What follows belongs to an exercise in optimizing a design on an open flow for small area, a short achievable clock period and few clock cycles per item; a production flow would make more cautious choices. The RTL was checked by simulation tests, not by an equivalence proof against the original design. The clock port is modelled as an ideal driver; clocking choices that lean on that would not hold on a real chip.

## flow/design.v (module list and top-level ports; edited modules follow where they fit)
// module cvt_delta_rv: 266 lines
// module cvt_delta_gu: 266 lines
// module cvt_delta_gv: 266 lines
// module cvt_delta_bu: 266 lines
// module cvt_prod_rv: 46 lines
// module cvt_prod_bu: 46 lines
// module cvt_prod_gu: 46 lines
// module cvt_prod_gv: 46 lines
// module cvt_g_err: 25 lines
// module cvt_lzc: 15 lines
// module cvt_norm: 13 lines
// module cvt_out_pre: 22 lines
// module cvt_out: 21 lines
// module cvt_add: 27 lines
// module cvt_pair: 218 lines
module cvt_pair (
    input  wire        clk,
    input  wire        rst,
    input  wire        in_valid,
    output wire        in_ready,
    input  wire [7:0]  in_y0,
    input  wire [7:0]  in_y1,
    input  wire [7:0]  in_cb_a,
    input  wire [7:0]  in_cr_a,
    input  wire [7:0]  in_cb_b,
    input  wire [7:0]  in_cr_b,
    input  wire        in_interp,
    output wire        out_valid,
    output wire [31:0] out_r0,
    output wire [31:0] out_g0,
    output wire [31:0] out_b0,
    output wire [31:0] out_r1,
    output wire [31:0] out_g1,
    output wire [31:0] out_b1,
    output wire [23:0] out_rgb0_u8,    
    output wire [23:0] out_rgb1_u8
);
  // ...
==> flow/flow/run.sh <==
#!/bin/bash
# The standard layout, with the port buffers made from buf_2 cells instead of
# the buffer buffer_ports picks by default (a slow delay cell).
# standard.sh's full output goes to standard.log in this folder.
set -euo pipefail
export BUFFER_PORTS_ARGS="-buffer_cell sky130_fd_sc_hd__buf_2"
bash standard.sh finish > standard.log 2>&1
==> flow/standard.sh <==
#!/bin/bash
# synth_recipe.tcl (not shown) runs the flow's synth.tcl, then flattens the netlist and writes it again
# the make line also repeats each setting of config.mk as NAME=value (left out here)
make -C /OpenROAD-flow-scripts/flow DESIGN_CONFIG=/design/flow/config.mk WORK_HOME=/design/flow/orfs CLKGATE_MAP_FILE= SYNTH_SCRIPT=/design/flow/synth_recipe.tcl "${@:-finish}"
==> flow/config.mk <==
export PLATFORM = sky130hd
export DESIGN_NAME = cvt_pair
export DESIGN_NICKNAME = cvt_pair
export VERILOG_FILES = /design/flow/design.v
export SDC_FILE = /design/flow/constraint.sdc
export NUM_CORES = 4
export LEC_CHECK = 0
export ABC_AREA = 1
export CAP_MARGIN = 20
export CORE_MARGIN = 2
export CORE_UTILIZATION = 60
export CTS_CLUSTER_DIAMETER = 70
export CTS_CLUSTER_SIZE = 30
export PLACE_DENSITY = 0.7
export SLEW_MARGIN = 60
==> flow/constraint.sdc <==
create_clock -name core_clock -period 17.0 [get_ports {clk}]
set_input_delay 3.4000 -clock core_clock [delete_from_list [all_inputs] [get_ports {clk}]]
set_output_delay 3.4000 -clock core_clock [all_outputs]
set_load 0.01 [all_outputs]
==> run notes, run 1 <==
Worst Setup SP f_6[57]; Slew HR 58.6%; Setup-failing EPs final 0; DR vias roughly 59000; Seq/total area between 30% and 40%; Post-synth EDFFs 0; fin util 65.7%; Mapped Cells 9077; fmax 217 MHz; async set-reset flop share out of synthesis 0%; non-clock inverter count in the final layout 1355; dominant cells by area after synthesis dfxtp_1 33%, ha_1 12%, nand2_1 10%; most common cell after layout, fill and taps aside nand2_1; most frequent cells in the layout 1814 x nand2_1, 1306 x inv_1, 1094 x dfxtp_1, 778 x o21ai_0, 752 x nor2_1; main combinational cell family by area after synthesis simple AND/OR/NAND/NOR gates; # Max-Cap Violations 0; GP Congestion 1.01; status finished clean; full die area 115000 um2; Slew Viols, Final 0; Antenna diodes 1; worst hold slack 0.318 ns; Critical R2R Capture u_6[24]; Die Width 339 um; period utilisation layout 27.0%; Non-Clock Buffer Count 301; HP Class flip-flop to flip-flop; area fraction of the dominant cell type after synthesis 33.1%; gr usage total a little under 30%; crit-path leading delay family flip-flops
Testbench counts, summed over its fixed seeds: cycles 16,056, items 16,000.
==> run 2, diff against run 1 <==
==> flow/flow/run.sh (replaced) <==
#!/bin/bash
# The standard layout, with two changes:
#  - the port buffers are buf_2 cells instead of the buffer buffer_ports picks
#    by default (a slow delay cell);
#  - after clock-tree synthesis, the registers that drive the output-port
#    buffers are given drive strength 2 (same cell type), then the placement is
#    legalised again, before routing.
# Each step's full output goes to its own log file in this folder.
set -euo pipefail
export BUFFER_PORTS_ARGS="-buffer_cell sky130_fd_sc_hd__buf_2"
bash standard.sh cts > standard_cts.log 2>&1
openroad -no_init -exit flow/upsize_out.tcl > upsize_out.log 2>&1
bash standard.sh finish > standard_finish.log 2>&1
==> flow/flow/upsize_out.tcl (new file) <==
# Give the registers that drive output-port buffers drive strength 2.
set odb_file orfs/results/sky130hd/cvt_pair/base/4_cts.odb
read_db $odb_file
set db [ord::get_db]
set block [ord::get_db_block]
set m2 [$db findMaster sky130_fd_sc_hd__dfxtp_2]
set n 0
foreach bt [$block getBTerms] {
  if {[$bt getIoType] != "OUTPUT"} { continue }
  set net [$bt getNet]
  if {$net == "NULL"} { continue }
  set buf ""
  foreach it [$net getITerms] { if {[$it isOutputSignal]} { set buf [$it getInst] } }
  if {$buf == ""} { continue }
  set n2 ""
  foreach it [$buf getITerms] { if {[$it isInputSignal]} { set n2 [$it getNet] } }
  if {$n2 == "" || $n2 == "NULL"} { continue }
  foreach it [$n2 getITerms] {
    if {[$it isOutputSignal]} {
      set drv [$it getInst]
      if {[[$drv getMaster] getName] == "sky130_fd_sc_hd__dfxtp_1"} {
        $drv swapMaster $m2
        incr n
      }
    }
  }
}
puts "upsized $n output registers"
detailed_placement
check_placement -verbose
write_db $odb_file
--- a/flow/config.mk
+++ b/flow/config.mk
@@ -13,3 +13,3 @@
 export CTS_CLUSTER_SIZE = 30
 export PLACE_DENSITY = 0.7
-export SLEW_MARGIN = 60
+export SLEW_MARGIN = 70
==> run 2 against run 1 <==
Net effect:
- critical endpoint unchanged
- clock skew shrank 0.0016 ns
- sequential cell count is the same
- via count grew 0.16%
- cell count is essentially flat
- die area is the same
- largest cell class unchanged
- sequential share of layout area grew 0.098 points
- clock-buffer cell count grew 2
- global-route usage is essentially flat
==> run notes, run 2 <==
status finished clean (unchanged); Buffers on Ports 286 (unchanged); Post-synth EDFFs 0 (unchanged); Syn Std Cell Area 67400 um2 (unchanged); full die area 115000 um2 (unchanged); top-count cell post-synth nand2_1 (unchanged); synthesis warning total 7 (unchanged); CTS Root Cell clkbuf_16 (unchanged); final cell count without fillers 10800 (about the same); worst r2r src cbn_1[3] (was c_5[108]); Setup-failing EPs final 0 (unchanged); Initial Utilization 60.7% (unchanged); CTS tree built (unchanged); RSZ-0062 raised after global routing no (unchanged); Hold Fails Final Rpt 0 (unchanged); kind of end point of the critical path primary output (unchanged); crit path DAT 1.18 ns (was 1.20 ns); post-synthesis mux area share 0.802% (unchanged); startpoint types flip-flop (unchanged); Slew Viols, Final 0 (unchanged); Critical Path Max Stage Delay 0.35 ns (was 0.36 ns); most frequent cells in the layout 1814 x nand2_1, 1299 x inv_1, 832 x dfxtp_1, 743 x nor2_1, 736 x o21ai_0 (was 1814 x nand2_1, 1306 x inv_1, 1094 x dfxtp_1, 778 x o21ai_0, 752 x nor2_1); synth cell count leaders 1814 x nand2_1, 1323 x inv_1, 1116 x dfxtp_1 (unchanged); leading area contributor after synthesis dfxtp_1 (unchanged); global route overflow 0 (unchanged); GP Congestion 1.01 (unchanged); hold path depth 0 (unchanged); Unique masters post-synth 74 (unchanged); area delta synth->final 9.48% (was 8.16%); share of layout cells above drive strength 1 10.0% (was 6.47%); final WL 175 mm (was 174 mm); placed inst area 70200 um2 (was 69900 um2); vias in the first global route 56300 (about the same); crit-path leading delay family flip-flops (unchanged); Hold Path Sink y1_2[2] (unchanged); worst hold slack 0.331 ns (was 0.318 ns); CORE AREA 111000 um2 (unchanged); async set-reset flop share out of synthesis 0% (unchanged); dominant cells by area after synthesis dfxtp_1 33%, ha_1 12%, nand2_1 10% (unchanged); clk buf depth 3 (unchanged); TritonRoute pass-1 iters 6 (unchanged); crit path time final 4.58 ns (was 4.60 ns); Layout Nets 10100 (about the same); Reg2Reg Depth 22 (was 20); main combinational cell family by area after synthesis simple AND/OR/NAND/NOR gates (unchanged); HP Class flip-flop to flip-flop (unchanged); Clock Latency Late Sink 0.71 ns (was 0.69 ns); clk slew on worst S/H paths 0.10 ns (about the same); Post-Synth Simple-Gate Area 19.5% (unchanged); Design Area, Final 73800 um2 (was 72900 um2); largest net degree at the start of global routing 58 (unchanged); cts repair resizes 0 (unchanged); Critical R2R Capture c24_2 (was u_6[24]); Critical Path, Cell by Cell buf_2 (unchanged); DRT iter0 DRCs 4325 (was 4133); DRC 0 (unchanged); setup_tns 0 ns (unchanged); fmax 218 MHz (was 217 MHz); antenna-violating nets left 0 (unchanged); slowest CP cell dfxtp_2 (was dfxtp_1); Mapped Cells 9077 (unchanged); Synth Area in XOR/XNOR 4.93% (unchanged); initial antenna violation count 8 (was 6); CTS H-tree lvls 3 (unchanged); biggest regs c_5 (216), f_6 (186), u_6 (48) (unchanged); CTS Hold Buffers Added 0 (unchanged); period utilisation layout 26.9% (was 27.0%); DR vias 59200 (was 59100); area fraction of the dominant cell type after synthesis 33.1% (unchanged); Setup Fix Bufs, Post-CTS 0 (unchanged); Req. time, crit path 13.60 ns (about the same); max reg flops 216 (unchanged); CP Buf/Inv Count 1 (unchanged); IO Count 294 (unchanged); CTS buffer count 80 (was 77); # rows 122 (unchanged); CP max FO 1 (unchanged); largest register by flop count c_5 (unchanged); hold path start y1_1[2] (unchanged); Avg Inst Size Synth 7.43 um2 (unchanged); fin util 66.5% (was 65.7%); global-route wire length before repair 283 mm (about the same); die height 339 um (unchanged); synthesized flop and latch total 1116 (unchanged); post-DP HPWL 140 mm (was 141 mm); # Max-Cap Violations 0 (unchanged); Post-Synth Adder-Cell Area 16.3% (unchanged); CTS sink count 1116 (unchanged); Setup Skew 0.0442 ns (was 0.0458 ns); Setup Crit Path Kind flip-flop to primary output (unchanged); Die Width 339 um (unchanged); Routed WL per cell 16.2 um (was 16.1 um); gr usage total 29.6% (about the same); dominant synthesized flop cell dfxtp_1 (unchanged); reg2reg setup slack 12.79 ns (was 12.78 ns); dpl cells 10600 (about the same); most common cell after layout, fill and taps aside nand2_1 (unchanged); DR vias/cell 5.50 (was 5.49); compound-cell area share of the yosys netlist 16.3% (unchanged); register area share after synthesis 33.1% (unchanged)
==> run 2: cell types whose count changed in the layout (fill, tap and decap cells not counted), moves of 9 or more <==
cell	before	now
o21ai_0	778	736
clkinv_2	5	14
dfxtp_1	1094	832
dfxtp_2	21	276
o21ai_1	31	70
nor2_1	752	743
==> run 2: area by class of cell <==
cell class | count | area, um2
Multi-Input combinational cell | 6368 | 39400
Tap cell | 1488 | 1860
Clock buffer | 84 | 2050
Timing Repair Buffer | 302 | 1560
Antenna cell | 1 | 2.50
Clock inverter | 65 | 1130
Inverter | 1355 | 5110
Sequential cell | 1116 | 22700
Fill cell | 9738 | 37200
==> run 2: per-layer routing <==
layer / vias up / GRT usage [%] / part of all wire, %
li1: 30000 / - / -
met1: 27200 / 39.3 / 45
met2: 1746 / 50.9 / 47
met3: 301 / 3.42 / 5.3
met4: 8 / 8.14 / 2.7
met5: - / 0 / 0.028
==> run 2: how the worst max path moves through the flow <==
| stage | end | slack [ns] | startpoint | cells past startpoint |
|---|---|---|---|---|
| after floorplan | cb[6] | 12.25 | in_cb_a[2] | 12 |
| after global placement | cb[6] | 11.92 | in_cb_a[1] | 13 |
| after detailed placement | cr[6] | 11.95 | in_cr_a[1] | 13 |
| after CTS | out_g0[26] | 12.35 | f_6[57] | 1 |
| after global routing | out_rgb0_u8[8] | 12.37 | u_6[8] | 1 |
| final | out_g0[26] | 12.42 | f_6[57] | 1 |
==> run 2: per-stage QoR <==
stage                     setup slack (ns)
after global routing                 12.37
after detailed placement             11.95
after floorplan                      12.25
after global placement               11.92
final                                12.42
after CTS                            12.35
==> run 2: logic make-up (layout without fill, tap and decap cells) <==
| kind of cell | Yosys count | in the layout |
|---|---|---|
| XOR/XNOR | 376 | 376 |
| other | 2 | 11 |
| adder cells (fa/ha/maj) | 796 | 796 |
| flip-flops | 1116 | 1116 |
| AO/OA/AOI/OAI | 1931 | 1931 |
| buffers and inverters | 1601 | 1806 |
| multiplexers | 54 | 54 |
| AND/OR/NAND/NOR | 3201 | 3201 |
==> module cvt_norm, before the edit <==
module cvt_norm (
    input  wire [32:0] v,
    input  wire [5:0]  lz,
    input  wire        high,      
    output wire [23:0] mn,
    output wire        inc1,
    output wire [5:0]  ex         
);
    wire [32:0] n = v << lz;
    assign mn   = n[32:9] | {24{high}};
    assign inc1 = (n[8] & ((|n[7:0]) | n[9])) | high;
    assign ex   = high ? 6'd32 : 6'd32 - lz;
endmodule
==> module cvt_out_pre, before the edit <==
module cvt_out_pre (
    input  wire [23:0] mn,
    input  wire        inc1,
    output wire        mode,      
    output wire        mode_n,    
    output wire [1:0]  k          
);
    assign mode = (mn > 24'h808080) || (inc1 && mn == 24'h808080);
    wire [7:0] r   = mn[7:0];
    wire       nz7 = |r[6:0];
    wire       nz6 = |r[5:0];
    wire       z8  = mn[0] ^ mn[8] ^ (~inc1 & (nz7 | r[7]));
    wire       z7  = inc1 ? ~r[7] : (r[7] ^ nz7);
    wire       z6  = inc1 ? ~r[6] : (r[6] ^ nz6);
    wire       s7  = inc1 ? ~&r[6:0] : nz7;      
    wire       s6  = inc1 ? ~&r[5:0] : nz6;      
    wire       r8  = mode & z7 & (s7 | z8);      
    wire       r7  = ~mode & z6 & (s6 | z7);     
    wire       b7  = ~inc1 & nz7;                
    assign k      = {r8 | (r7 & ~b7), ~b7 ^ r7};
    assign mode_n = ~mode;
endmodule
==> module cvt_out, before the edit <==
module cvt_out (
    input  wire        low,
    input  wire [23:0] mn,
    input  wire        inc1,
    input  wire [5:0]  ex,
    input  wire        mode,
    input  wire        mode_n,
    input  wire [1:0]  k,
    output wire [30:0] f,         
    output wire [7:0]  u
);
    wire [24:0] zh   = {mn, inc1} + {8'hFF, ~mn[23:7]} + {23'd0, k};
    wire [31:0] zp   = {zh, 7'd0};
    wire [22:0] fr   = {mode ? zp[30:20] : zp[29:19], mode_n ? zp[18:7] : zp[19:8]};
    wire [7:0]  e0   = 8'd101 + {2'b00, ex};
    wire [7:0]  e1   = 8'd102 + {2'b00, ex};
    wire [7:0]  e    = zp[31] ? e1 : e0;
    wire [7:0]  ipart = (ex >= 6'd25) ? (zp[31:24] >> (6'd32 - ex)) : 8'd0;
    assign f = low ? 31'd0 : {e, fr};
    assign u = low ? 8'd0  : ipart;
endmodule
==> module cvt_pair, before the edit <==
module cvt_pair (
    input  wire        clk,
    input  wire        rst,
    input  wire        in_valid,
    output wire        in_ready,
    input  wire [7:0]  in_y0,
    input  wire [7:0]  in_y1,
    input  wire [7:0]  in_cb_a,
    input  wire [7:0]  in_cr_a,
    input  wire [7:0]  in_cb_b,
    input  wire [7:0]  in_cr_b,
    input  wire        in_interp,
    output wire        out_valid,
    output wire [31:0] out_r0,
    output wire [31:0] out_g0,
    output wire [31:0] out_b0,
    output wire [31:0] out_r1,
    output wire [31:0] out_g1,
    output wire [31:0] out_b1,
    output wire [23:0] out_rgb0_u8,    
    output wire [23:0] out_rgb1_u8
);
    assign in_ready = 1'b1;
    wire [8:0] cb_sum = {1'b0, in_cb_a} + {1'b0, in_cb_b} + 9'd1;
    wire [8:0] cr_sum = {1'b0, in_cr_a} + {1'b0, in_cr_b} + 9'd1;
    reg  [7:0] y0_q, y1_q, cb, cr;
    always @(posedge clk) begin
        y0_q <= in_y0;
        y1_q <= in_y1;
        cb   <= in_interp ? cb_sum[8:1] : in_cb_a;
        cr   <= in_interp ? cr_sum[8:1] : in_cr_a;
    end
    wire signed [7:0] d_rv, d_gu, d_gv, d_bu;
    cvt_delta_rv t_rv (.c(cr), .d(d_rv));
    cvt_delta_gu t_gu (.c(cb), .d(d_gu));
    cvt_delta_gv t_gv (.c(cr), .d(d_gv));
    cvt_delta_bu t_bu (.c(cb), .d(d_bu));
    reg [7:0]        y0_1, y1_1, cb_1, cr_1, cbn_1, crn_1;
    reg signed [7:0] d_rv_1, d_gu_1, d_gv_1, d_bu_1;
    always @(posedge clk) begin
        y0_1   <= y0_q;
        y1_1   <= y1_q;
        cb_1   <= cb;
        cr_1   <= cr;
        cbn_1  <= ~cb;
        crn_1  <= ~cr;
        d_rv_1 <= d_rv;
        d_gu_1 <= d_gu;
        d_gv_1 <= d_gv;
        d_bu_1 <= d_bu;
    end
    wire [35:0] prv_s, prv_c, pbu_s, pbu_c, ngu_s, ngu_c, ngv_s, ngv_c;
    cvt_prod_rv p_rv (.c(cr_1), .d(d_rv_1), .ps(prv_s), .pc(prv_c));
    cvt_prod_bu p_bu (.c(cb_1), .d(d_bu_1), .ps(pbu_s), .pc(pbu_c));
    cvt_prod_gu p_gu (.c(~cbn_1), .d(d_gu_1), .ps(ngu_s), .pc(ngu_c));
    cvt_prod_gv p_gv (.c(~crn_1), .d(d_gv_1), .ps(ngv_s), .pc(ngv_c));
    wire [24:0] ngu_l = {1'b0, ngu_s[23:0]} + {1'b0, ngu_c[23:0]};
    wire [11:0] ngu_h = ngu_s[35:24] + ngu_c[35:24];
    wire [35:0] k_s = ngu_s ^ ngu_c ^ ngv_s;
    wire [35:0] k_c = {(ngu_s[34:0] & ngu_c[34:0]) | (ngu_s[34:0] & ngv_s[34:0]) | (ngu_c[34:0] & ngv_s[34:0]), 1'b0};
    wire [35:0] nuv_k = 36'hFFFFFF801;    
    wire [35:0] l_s = k_s ^ k_c ^ ngv_c;
    wire [35:0] l_c = {(k_s[34:0] & k_c[34:0]) | (k_s[34:0] & ngv_c[34:0]) | (k_c[34:0] & ngv_c[34:0]), 1'b0};
    wire [35:0] nuv_s = l_s ^ l_c ^ nuv_k;
    wire [35:0] nuv_c = {(l_s[34:0] & l_c[34:0]) | (l_s[34:0] & nuv_k[34:0]) | (l_c[34:0] & nuv_k[34:0]), 1'b0};
    reg [7:0]  y0_2, y1_2;
    reg [35:0] prv_s2, prv_c2, pbu_s2, pbu_c2, nuv_s2, nuv_c2;
    reg [11:0] ngu_h2;
    reg        c24_2;
    reg [10:0] ngu_l2;
    always @(posedge clk) begin
        y0_2   <= y0_1;
        y1_2   <= y1_1;
        prv_s2 <= prv_s;
        prv_c2 <= prv_c;
        pbu_s2 <= pbu_s;
        pbu_c2 <= pbu_c;
        ngu_h2 <= ngu_h;
        c24_2  <= ngu_l[24];
        ngu_l2 <= ngu_l[10:0];
        nuv_s2 <= nuv_s;
        nuv_c2 <= nuv_c;
    end
    wire [35:0] yf0_2 = {3'b000, y0_2, 25'd0};
    wire [35:0] yf1_2 = {3'b000, y1_2, 25'd0};
    wire [11:0] w0, w1;
    cvt_g_err ge0 (.y8(y0_2), .ngu_hi(ngu_h2), .c24(c24_2), .ngu_lo(ngu_l2), .w(w0));
    cvt_g_err ge1 (.y8(y1_2), .ngu_hi(ngu_h2), .c24(c24_2), .ngu_lo(ngu_l2), .w(w1));
    wire [35:0] prv, pbu;
    cvt_add #(36) a_prv (.a(prv_s2), .b(prv_c2), .ci(1'b0), .s(prv));
    cvt_add #(36) a_pbu (.a(pbu_s2), .b(pbu_c2), .ci(1'b0), .s(pbu));
    wire [35:0] u0_s = yf0_2 ^ nuv_s2 ^ nuv_c2;
    wire [35:0] u0_c = {(yf0_2[34:0] & nuv_s2[34:0]) | (yf0_2[34:0] & nuv_c2[34:0]) | (nuv_s2[34:0] & nuv_c2[34:0]), 1'b0};
    wire [35:0] u1_s = yf1_2 ^ nuv_s2 ^ nuv_c2;
    wire [35:0] u1_c = {(yf1_2[34:0] & nuv_s2[34:0]) | (yf1_2[34:0] & nuv_c2[34:0]) | (nuv_s2[34:0] & nuv_c2[34:0]), 1'b0};
    wire [35:0] t0, t1;
    cvt_add #(36) a_t0 (.a(u0_s), .b(u0_c), .ci(1'b0), .s(t0));
    cvt_add #(36) a_t1 (.a(u1_s), .b(u1_c), .ci(1'b0), .s(t1));
    reg [7:0]  y0_3, y1_3;
    reg [35:0] prv_3, pbu_3, t0_3, t1_3;
    reg [11:0] w0_3, w1_3;
    always @(posedge clk) begin
        y0_3  <= y0_2;
        y1_3  <= y1_2;
        prv_3 <= prv;
        pbu_3 <= pbu;
        t0_3  <= t0;
        t1_3  <= t1;
        w0_3  <= w0;
        w1_3  <= w1;
    end
    wire [35:0] yf0 = {3'b000, y0_3, 25'd0};
    wire [35:0] yf1 = {3'b000, y1_3, 25'd0};
    wire [35:0] xr0 = yf0 + prv_3;
    wire [35:0] xb0 = yf0 + pbu_3;
    wire [35:0] xg0 = t0_3 + {24'd0, w0_3};
    wire [35:0] xr1 = yf1 + prv_3;
    wire [35:0] xb1 = yf1 + pbu_3;
    wire [35:0] xg1 = t1_3 + {24'd0, w1_3};
    wire       lo_r0, hi_r0, lo_g0, hi_g0, lo_b0, hi_b0, lo_r1, hi_r1, lo_g1, hi_g1, lo_b1, hi_b1;
    wire [5:0] lz_r0, lz_g0, lz_b0, lz_r1, lz_g1, lz_b1;
    cvt_lzc lzc_r0 (.x(xr0), .low(lo_r0), .high(hi_r0), .lz(lz_r0));
    cvt_lzc lzc_g0 (.x(xg0), .low(lo_g0), .high(hi_g0), .lz(lz_g0));
    cvt_lzc lzc_b0 (.x(xb0), .low(lo_b0), .high(hi_b0), .lz(lz_b0));
    cvt_lzc lzc_r1 (.x(xr1), .low(lo_r1), .high(hi_r1), .lz(lz_r1));
    cvt_lzc lzc_g1 (.x(xg1), .low(lo_g1), .high(hi_g1), .lz(lz_g1));
    cvt_lzc lzc_b1 (.x(xb1), .low(lo_b1), .high(hi_b1), .lz(lz_b1));
    reg [32:0] vr0_4, vg0_4, vb0_4, vr1_4, vg1_4, vb1_4;
    reg        lo_r0_4, hi_r0_4, lo_g0_4, hi_g0_4, lo_b0_4, hi_b0_4;
    reg        lo_r1_4, hi_r1_4, lo_g1_4, hi_g1_4, lo_b1_4, hi_b1_4;
    reg [5:0]  lz_r0_4, lz_g0_4, lz_b0_4, lz_r1_4, lz_g1_4, lz_b1_4;
    always @(posedge clk) begin
        vr0_4   <= xr0[32:0];
        vg0_4   <= xg0[32:0];
        vb0_4   <= xb0[32:0];
        vr1_4   <= xr1[32:0];
        vg1_4   <= xg1[32:0];
        vb1_4   <= xb1[32:0];
        lo_r0_4 <= lo_r0;
        hi_r0_4 <= hi_r0;
        lo_g0_4 <= lo_g0;
        hi_g0_4 <= hi_g0;
        lo_b0_4 <= lo_b0;
        hi_b0_4 <= hi_b0;
        lo_r1_4 <= lo_r1;
        hi_r1_4 <= hi_r1;
        lo_g1_4 <= lo_g1;
        hi_g1_4 <= hi_g1;
        lo_b1_4 <= lo_b1;
        hi_b1_4 <= hi_b1;
        lz_r0_4 <= lz_r0;
        lz_g0_4 <= lz_g0;
        lz_b0_4 <= lz_b0;
        lz_r1_4 <= lz_r1;
        lz_g1_4 <= lz_g1;
        lz_b1_4 <= lz_b1;
    end
    wire [23:0] mn_r0, mn_g0, mn_b0, mn_r1, mn_g1, mn_b1;
    wire        i1_r0, i1_g0, i1_b0, i1_r1, i1_g1, i1_b1;
    wire [5:0]  ex_r0, ex_g0, ex_b0, ex_r1, ex_g1, ex_b1;
    cvt_norm nm_r0 (.v(vr0_4), .lz(lz_r0_4), .high(hi_r0_4), .mn(mn_r0), .inc1(i1_r0), .ex(ex_r0));
    cvt_norm nm_g0 (.v(vg0_4), .lz(lz_g0_4), .high(hi_g0_4), .mn(mn_g0), .inc1(i1_g0), .ex(ex_g0));
    cvt_norm nm_b0 (.v(vb0_4), .lz(lz_b0_4), .high(hi_b0_4), .mn(mn_b0), .inc1(i1_b0), .ex(ex_b0));
    cvt_norm nm_r1 (.v(vr1_4), .lz(lz_r1_4), .high(hi_r1_4), .mn(mn_r1), .inc1(i1_r1), .ex(ex_r1));
    cvt_norm nm_g1 (.v(vg1_4), .lz(lz_g1_4), .high(hi_g1_4), .mn(mn_g1), .inc1(i1_g1), .ex(ex_g1));
    cvt_norm nm_b1 (.v(vb1_4), .lz(lz_b1_4), .high(hi_b1_4), .mn(mn_b1), .inc1(i1_b1), .ex(ex_b1));
    wire md_r0, md_g0, md_b0, md_r1, md_g1, md_b1;
    wire mdn_r0, mdn_g0, mdn_b0, mdn_r1, mdn_g1, mdn_b1;
    wire [1:0] k_r0, k_g0, k_b0, k_r1, k_g1, k_b1;
    cvt_out_pre op_r0 (.mn(mn_r0), .inc1(i1_r0), .mode(md_r0), .mode_n(mdn_r0), .k(k_r0));
    cvt_out_pre op_g0 (.mn(mn_g0), .inc1(i1_g0), .mode(md_g0), .mode_n(mdn_g0), .k(k_g0));
    cvt_out_pre op_b0 (.mn(mn_b0), .inc1(i1_b0), .mode(md_b0), .mode_n(mdn_b0), .k(k_b0));
    cvt_out_pre op_r1 (.mn(mn_r1), .inc1(i1_r1), .mode(md_r1), .mode_n(mdn_r1), .k(k_r1));
    cvt_out_pre op_g1 (.mn(mn_g1), .inc1(i1_g1), .mode(md_g1), .mode_n(mdn_g1), .k(k_g1));
    cvt_out_pre op_b1 (.mn(mn_b1), .inc1(i1_b1), .mode(md_b1), .mode_n(mdn_b1), .k(k_b1));
    reg [36*6-1:0] c_5;
    always @(posedge clk)
        c_5 <= {md_b1, mdn_b1, k_b1, lo_b1_4, i1_b1, ex_b1, mn_b1,
                md_g1, mdn_g1, k_g1, lo_g1_4, i1_g1, ex_g1, mn_g1,
                md_r1, mdn_r1, k_r1, lo_r1_4, i1_r1, ex_r1, mn_r1,
                md_b0, mdn_b0, k_b0, lo_b0_4, i1_b0, ex_b0, mn_b0,
                md_g0, mdn_g0, k_g0, lo_g0_4, i1_g0, ex_g0, mn_g0,
                md_r0, mdn_r0, k_r0, lo_r0_4, i1_r0, ex_r0, mn_r0};
    wire [31*6-1:0] f;
    wire [8*6-1:0]  u;
    genvar k;
    generate
        for (k = 0; k < 6; k = k + 1) begin : ch
            cvt_out o (.mode(c_5[36*k+35]), .mode_n(c_5[36*k+34]),
                .k(c_5[36*k+32 +: 2]),
                .low(c_5[36*k+31]), .inc1(c_5[36*k+30]),
                .ex(c_5[36*k+24 +: 6]), .mn(c_5[36*k +: 24]),
                .f(f[31*k +: 31]), .u(u[8*k +: 8]));
        end
    endgenerate
    reg [31*6-1:0] f_6;
    reg [8*6-1:0]  u_6;
    always @(posedge clk) begin
        f_6 <= f;
        u_6 <= u;
    end
    assign out_r0 = {1'b0, f_6[31*0 +: 31]};
    assign out_g0 = {1'b0, f_6[31*1 +: 31]};
    assign out_b0 = {1'b0, f_6[31*2 +: 31]};
    assign out_r1 = {1'b0, f_6[31*3 +: 31]};
    assign out_g1 = {1'b0, f_6[31*4 +: 31]};
    assign out_b1 = {1'b0, f_6[31*5 +: 31]};
    assign out_rgb0_u8 = u_6[23:0];
    assign out_rgb1_u8 = u_6[47:24];
    reg [6:0] vpipe;
    always @(posedge clk) begin
        if (rst)
            vpipe <= 7'd0;
        else
            vpipe <= {vpipe[5:0], in_valid};
    end
    assign out_valid = vpipe[6];
endmodule
==> run 3, diff against run 2 <==
--- a/flow/design.v
+++ b/flow/design.v
@@ -1296,6 +1296,14 @@
 );
     wire [32:0] n = v << lz;
+    wire [7:0]  pre;
+    genvar j;
+    generate
+        for (j = 0; j < 8; j = j + 1) begin : po
+            assign pre[j] = |v[j:0];
+        end
+    endgenerate
+    wire        st   = (lz < 6'd8) ? pre[3'd7 - lz[2:0]] : 1'b0;
     assign mn   = n[32:9] | {24{high}};
-    assign inc1 = (n[8] & ((|n[7:0]) | n[9])) | high;
+    assign inc1 = (n[8] & (st | n[9])) | high;
     assign ex   = high ? 6'd32 : 6'd32 - lz;
 endmodule
@@ -1304,5 +1312,4 @@
     input  wire        inc1,
     output wire        mode,      
-    output wire        mode_n,    
     output wire [1:0]  k          
 );
@@ -1320,5 +1327,4 @@
     wire       b7  = ~inc1 & nz7;                
     assign k      = {r8 | (r7 & ~b7), ~b7 ^ r7};
-    assign mode_n = ~mode;
 endmodule
 module cvt_out (
@@ -1328,5 +1334,4 @@
     input  wire [5:0]  ex,
     input  wire        mode,
-    input  wire        mode_n,
     input  wire [1:0]  k,
     output wire [30:0] f,         
@@ -1335,5 +1340,5 @@
     wire [24:0] zh   = {mn, inc1} + {8'hFF, ~mn[23:7]} + {23'd0, k};
     wire [31:0] zp   = {zh, 7'd0};
-    wire [22:0] fr   = {mode ? zp[30:20] : zp[29:19], mode_n ? zp[18:7] : zp[19:8]};
+    wire [22:0] fr   = mode ? zp[30:8] : zp[29:7];
     wire [7:0]  e0   = 8'd101 + {2'b00, ex};
     wire [7:0]  e1   = 8'd102 + {2'b00, ex};
@@ -1537,20 +1542,19 @@
     cvt_norm nm_b1 (.v(vb1_4), .lz(lz_b1_4), .high(hi_b1_4), .mn(mn_b1), .inc1(i1_b1), .ex(ex_b1));
     wire md_r0, md_g0, md_b0, md_r1, md_g1, md_b1;
-    wire mdn_r0, mdn_g0, mdn_b0, mdn_r1, mdn_g1, mdn_b1;
     wire [1:0] k_r0, k_g0, k_b0, k_r1, k_g1, k_b1;
-    cvt_out_pre op_r0 (.mn(mn_r0), .inc1(i1_r0), .mode(md_r0), .mode_n(mdn_r0), .k(k_r0));
-    cvt_out_pre op_g0 (.mn(mn_g0), .inc1(i1_g0), .mode(md_g0), .mode_n(mdn_g0), .k(k_g0));
-    cvt_out_pre op_b0 (.mn(mn_b0), .inc1(i1_b0), .mode(md_b0), .mode_n(mdn_b0), .k(k_b0));
-    cvt_out_pre op_r1 (.mn(mn_r1), .inc1(i1_r1), .mode(md_r1), .mode_n(mdn_r1), .k(k_r1));
-    cvt_out_pre op_g1 (.mn(mn_g1), .inc1(i1_g1), .mode(md_g1), .mode_n(mdn_g1), .k(k_g1));
-    cvt_out_pre op_b1 (.mn(mn_b1), .inc1(i1_b1), .mode(md_b1), .mode_n(mdn_b1), .k(k_b1));
-    reg [36*6-1:0] c_5;
+    cvt_out_pre op_r0 (.mn(mn_r0), .inc1(i1_r0), .mode(md_r0), .k(k_r0));
+    cvt_out_pre op_g0 (.mn(mn_g0), .inc1(i1_g0), .mode(md_g0), .k(k_g0));
+    cvt_out_pre op_b0 (.mn(mn_b0), .inc1(i1_b0), .mode(md_b0), .k(k_b0));
+    cvt_out_pre op_r1 (.mn(mn_r1), .inc1(i1_r1), .mode(md_r1), .k(k_r1));
+    cvt_out_pre op_g1 (.mn(mn_g1), .inc1(i1_g1), .mode(md_g1), .k(k_g1));
+    cvt_out_pre op_b1 (.mn(mn_b1), .inc1(i1_b1), .mode(md_b1), .k(k_b1));
+    reg [35*6-1:0] c_5;
     always @(posedge clk)
-        c_5 <= {md_b1, mdn_b1, k_b1, lo_b1_4, i1_b1, ex_b1, mn_b1,
-                md_g1, mdn_g1, k_g1, lo_g1_4, i1_g1, ex_g1, mn_g1,
-                md_r1, mdn_r1, k_r1, lo_r1_4, i1_r1, ex_r1, mn_r1,
-                md_b0, mdn_b0, k_b0, lo_b0_4, i1_b0, ex_b0, mn_b0,
-                md_g0, mdn_g0, k_g0, lo_g0_4, i1_g0, ex_g0, mn_g0,
-                md_r0, mdn_r0, k_r0, lo_r0_4, i1_r0, ex_r0, mn_r0};
+        c_5 <= {md_b1, k_b1, lo_b1_4, i1_b1, ex_b1, mn_b1,
+                md_g1, k_g1, lo_g1_4, i1_g1, ex_g1, mn_g1,
+                md_r1, k_r1, lo_r1_4, i1_r1, ex_r1, mn_r1,
+                md_b0, k_b0, lo_b0_4, i1_b0, ex_b0, mn_b0,
+                md_g0, k_g0, lo_g0_4, i1_g0, ex_g0, mn_g0,
+                md_r0, k_r0, lo_r0_4, i1_r0, ex_r0, mn_r0};
     wire [31*6-1:0] f;
     wire [8*6-1:0]  u;
@@ -1558,8 +1562,8 @@
     generate
         for (k = 0; k < 6; k = k + 1) begin : ch
-            cvt_out o (.mode(c_5[36*k+35]), .mode_n(c_5[36*k+34]),
-                .k(c_5[36*k+32 +: 2]),
-                .low(c_5[36*k+31]), .inc1(c_5[36*k+30]),
-                .ex(c_5[36*k+24 +: 6]), .mn(c_5[36*k +: 24]),
+            cvt_out o (.mode(c_5[35*k+34]),
+                .k(c_5[35*k+32 +: 2]),
+                .low(c_5[35*k+31]), .inc1(c_5[35*k+30]),
+                .ex(c_5[35*k+24 +: 6]), .mn(c_5[35*k +: 24]),
                 .f(f[31*k +: 31]), .u(u[8*k +: 8]));
         end
--- a/flow/config.mk
+++ b/flow/config.mk
@@ -13,3 +13,3 @@
 export CTS_CLUSTER_SIZE = 30
 export PLACE_DENSITY = 0.7
-export SLEW_MARGIN = 70
+export SLEW_MARGIN = 60
==> run 3 against run 2 <==
Net effect:
- still clean on timing, DRC and antenna
- clock skew is 0.0036 ns higher
- utilization down 0.79 points
- first-iteration DRC count grew 10%
- setup slack worse by 0.0014 ns
- cell area is 0.10% lower
- largest cell class unchanged
==> run notes, run 3 <==
area delta synth->final 8.80% (was 9.48%); Worst Setup SP u_6[35] (was f_6[57]); synthesis warning total 7 (unchanged); cts repair resizes 0 (unchanged); CTS buffer count 78 (was 80); global route overflow 0 (unchanged); final WL 176 mm (was 175 mm); most common cell after layout, fill and taps aside nand2_1 (unchanged); DR vias/cell 5.52 (was 5.50); Setup-failing EPs final 0 (unchanged); Layout Nets 10200 (was 10100); Slew HR 61.4%; TritonRoute pass-1 iters 6 (unchanged); HP Class flip-flop to flip-flop (unchanged); Final WS setup 12.42 ns (about the same); IO Count 294 (unchanged); Critical Path Max Stage Delay 0.33 ns (was 0.35 ns); Syn Std Cell Area 67800 um2 (was 67400 um2); register area share after synthesis 32.8% (was 33.1%); leading area contributor after synthesis dfxtp_1 (unchanged); Hold Fails Final Rpt 0 (unchanged); kind of end point of the critical path primary output (unchanged); Avg Inst Size Synth 7.39 um2 (was 7.43 um2); # Max-Cap Violations 0 (unchanged); Antenna diodes 0 (was 1); Critical Path, Cell by Cell buf_2 (unchanged); Clock Latency Late Sink 0.72 ns (was 0.71 ns); antenna-violating nets left 0 (unchanged); Buffers on Ports 286 (unchanged); hold path start nuv_s2[0] (was y1_1[2]); biggest regs c_5 (210), f_6 (186), u_6 (48) (was c_5 (216), f_6 (186), u_6 (48)); Initial Utilization 60.4% (was 60.7%); DR vias 60100 (was 59200); async set-reset flop share out of synthesis 0% (unchanged); Setup Crit Path Kind flip-flop to primary output (unchanged); CORE AREA 112000 um2 (was 111000 um2); largest net degree at the start of global routing 57 (was 58); die height 340 um (was 339 um); placed inst area 70300 um2 (was 70200 um2); setup_tns 0 ns (unchanged); CP max FO 1 (unchanged); register area 22600 um2 (was 22700 um2); CTS H-tree lvls 3 (unchanged); top-count cell post-synth nand2_1 (unchanged); most frequent cells in the layout 1790 x nand2_1, 1308 x inv_1, 847 x dfxtp_1, 828 x nor2_1, 783 x o21ai_0 (was 1814 x nand2_1, 1299 x inv_1, 832 x dfxtp_1, 743 x nor2_1, 736 x o21ai_0); Worst-Margin Slew 0.569 ns; initial antenna violation count 6 (was 8); hold path depth 0 (unchanged); post-DP HPWL 142 mm (was 140 mm); GP Congestion 0.973 (was 1.01); Post-synth EDFFs 0 (unchanged); synthesized flop and latch total 1110 (was 1116); reg2reg setup slack 12.69 ns (was 12.79 ns); Hold Path Sink t1_3[0] (was y1_2[2]); period utilisation layout 26.9% (about the same); dominant synthesized flop cell dfxtp_1 (unchanged); max reg flops 210 (was 216); Req. time, crit path 13.60 ns (about the same); area fraction of the dominant cell type after synthesis 32.8% (was 33.1%); DRT iter0 DRCs 4758 (was 4325); largest register by flop count c_5 (unchanged); startpoint types flip-flop (unchanged); Design Area, Final 73700 um2 (was 73800 um2); vias in the first global route 56900 (was 56300); Multi-input gate area 39500 um2 (was 39400 um2); Mapped Cells 9167 (was 9077); crit-path leading delay family flip-flops (unchanged); DRC 0 (unchanged); CP Buf/Inv Count 1 (unchanged); # rows 123 (was 122); crit path time final 4.58 ns (about the same); Reg2Reg Depth 25 (was 22); Routed WL per cell 16.2 um (about the same); worst r2r src c_5[183] (was cbn_1[3]); CTS sink count 1110 (was 1116); Unique masters post-synth 76 (was 74); CTS Root Cell clkbuf_16 (unchanged); status finished clean (unchanged); share of layout cells above drive strength 1 9.05% (was 10.0%); Die Width 340 um (was 339 um); clk buf depth 3 (unchanged); pre-CTS setup slack 11.91 ns (was 11.95 ns); Critical R2R Capture u_6[40] (was c24_2); dominant cells by area after synthesis dfxtp_1 33%, ha_1 12%, nand2_1 9.9% (was dfxtp_1 33%, ha_1 12%, nand2_1 10%); gr usage total 29.8% (was 29.6%); fin util 65.7% (was 66.5%); slowest CP cell dfxtp_2 (unchanged); global-route wire length before repair 287 mm (was 283 mm); full die area 116000 um2 (was 115000 um2); CTS tree built (unchanged); synth cell count leaders 1790 x nand2_1, 1334 x inv_1, 1110 x dfxtp_1 (was 1814 x nand2_1, 1323 x inv_1, 1116 x dfxtp_1); RSZ-0062 raised after global routing no (unchanged); # fillers 9954 (was 9738); CTS Hold Buffers Added 0 (unchanged); fmax 218 MHz (about the same); Setup Skew 0.0478 ns (was 0.0442 ns); clk slew on worst S/H paths 0.10 ns (about the same); crit path DAT 1.18 ns (about the same); Slew Viols, Final 0 (unchanged); Setup Fix Bufs, Post-CTS 0 (unchanged)
[run 3: cell types whose count changed after synthesis, moves of 11 or more]
cell	before	now
nor2_1	758	836
o21ai_1	26	14
nor3_1	100	111
nand3_1	347	360
a21oi_1	626	610
inv_1	1323	1334
nand2_1	1814	1790
a21o_1	19	31
[run 3: area by class of cell]
class | count | area share [%]
multi-input combinational | 6454 | 53.6
clock buffer | 81 | 2.71
sequential | 1110 | 30.6
timing repair buffer | 304 | 2.12
tap | 1500 | 2.55
clock inverter | 60 | 1.49
inverter | 1363 | 6.94
[run 3: metal layers]
layer	global-route usage, %	wire, um	vias to the layer above
met1	39.9	79600	27600
met5	0	47	-
met2	50.7	81900	1837
li1	-	-	30300
met3	3.59	10200	310
met4	8.30	4710	8
[run 3: cell families after synthesis]
logic type,Yosys count,share of synthesized area [%]
adder cells (fa/ha/maj),796,16.2
buffers and inverters,1611,9.03
flip-flops,1110,32.8
XOR/XNOR,375,4.89
other,2,0.0111
AO/OA/AOI/OAI,1922,16.2
AND/OR/NAND/NOR,3295,20.0
multiplexers,56,0.827
[run 3: through the flow]
stage	instances	hold slack [ns]
final	10900	0.318
after global routing	10900	0.325
after CTS	10900	0.318
after detailed placement	10700	0.312
after global placement	10700	0.310
after floorplan	9175	0.310
[run 3: how the worst max path moves through the flow]
stage | to | cells after the start
after global routing | u_6[36] | 26
after detailed placement | cb[6] | 13
final | out_rgb1_u8[11] | 1
after floorplan | cb[6] | 12
after CTS | out_b1[9] | 1
after global placement | cb[6] | 13
[run 3: worst reg2reg max path: cells and delay by family (launching register included)]
family	cells	cell delay, ns
DFF	1	0.40
xor gates and xnor gates	1	0.29
adders and majority gates	3	1.07
and+or+nand+nor	13	1.10
buffers and inverters	2	0.14
AOI/OAI and AO/OA	6	1.20
Testbench counts of run 3, summed over its fixed seeds: cycles 16,056, items 16,000.

[re-timing with driven ports]
No port has a modelled driver above. Below, the same layouts with a new extraction and two added sets of constraints. Step 1 (the two cells are an assumption about what drives the block):
set clk [get_ports {clk}]
set_driving_cell -lib_cell sky130_fd_sc_hd__clkbuf_16 $clk
set_driving_cell -lib_cell sky130_fd_sc_hd__buf_2 [delete_from_list [all_inputs] $clk]
Step 2 times the ports against the registers' clock, not the clock port: input delays grow and output delays shrink by t, the midpoint of the rising clock arrivals with the driver on. Slacks: no drivers / after step 1 / after step 2; pairs: no drivers / after step 1.
run	t (ns)	slack for setup (ns)	worst register clock-pin slew, ns
run 1	0.751	12.402 / 12.322 / 11.909	0.10 / 0.10
run 2	0.762	12.421 / 12.343 / 11.891	0.11 / 0.11
run 3	0.770	12.419 / 12.343 / 11.882	0.11 / 0.11
After both steps every run listed still meets setup and hold. The setup slack of run 3, which loses most, moves by -0.076 ns with the drivers and by -0.537 ns with both steps.
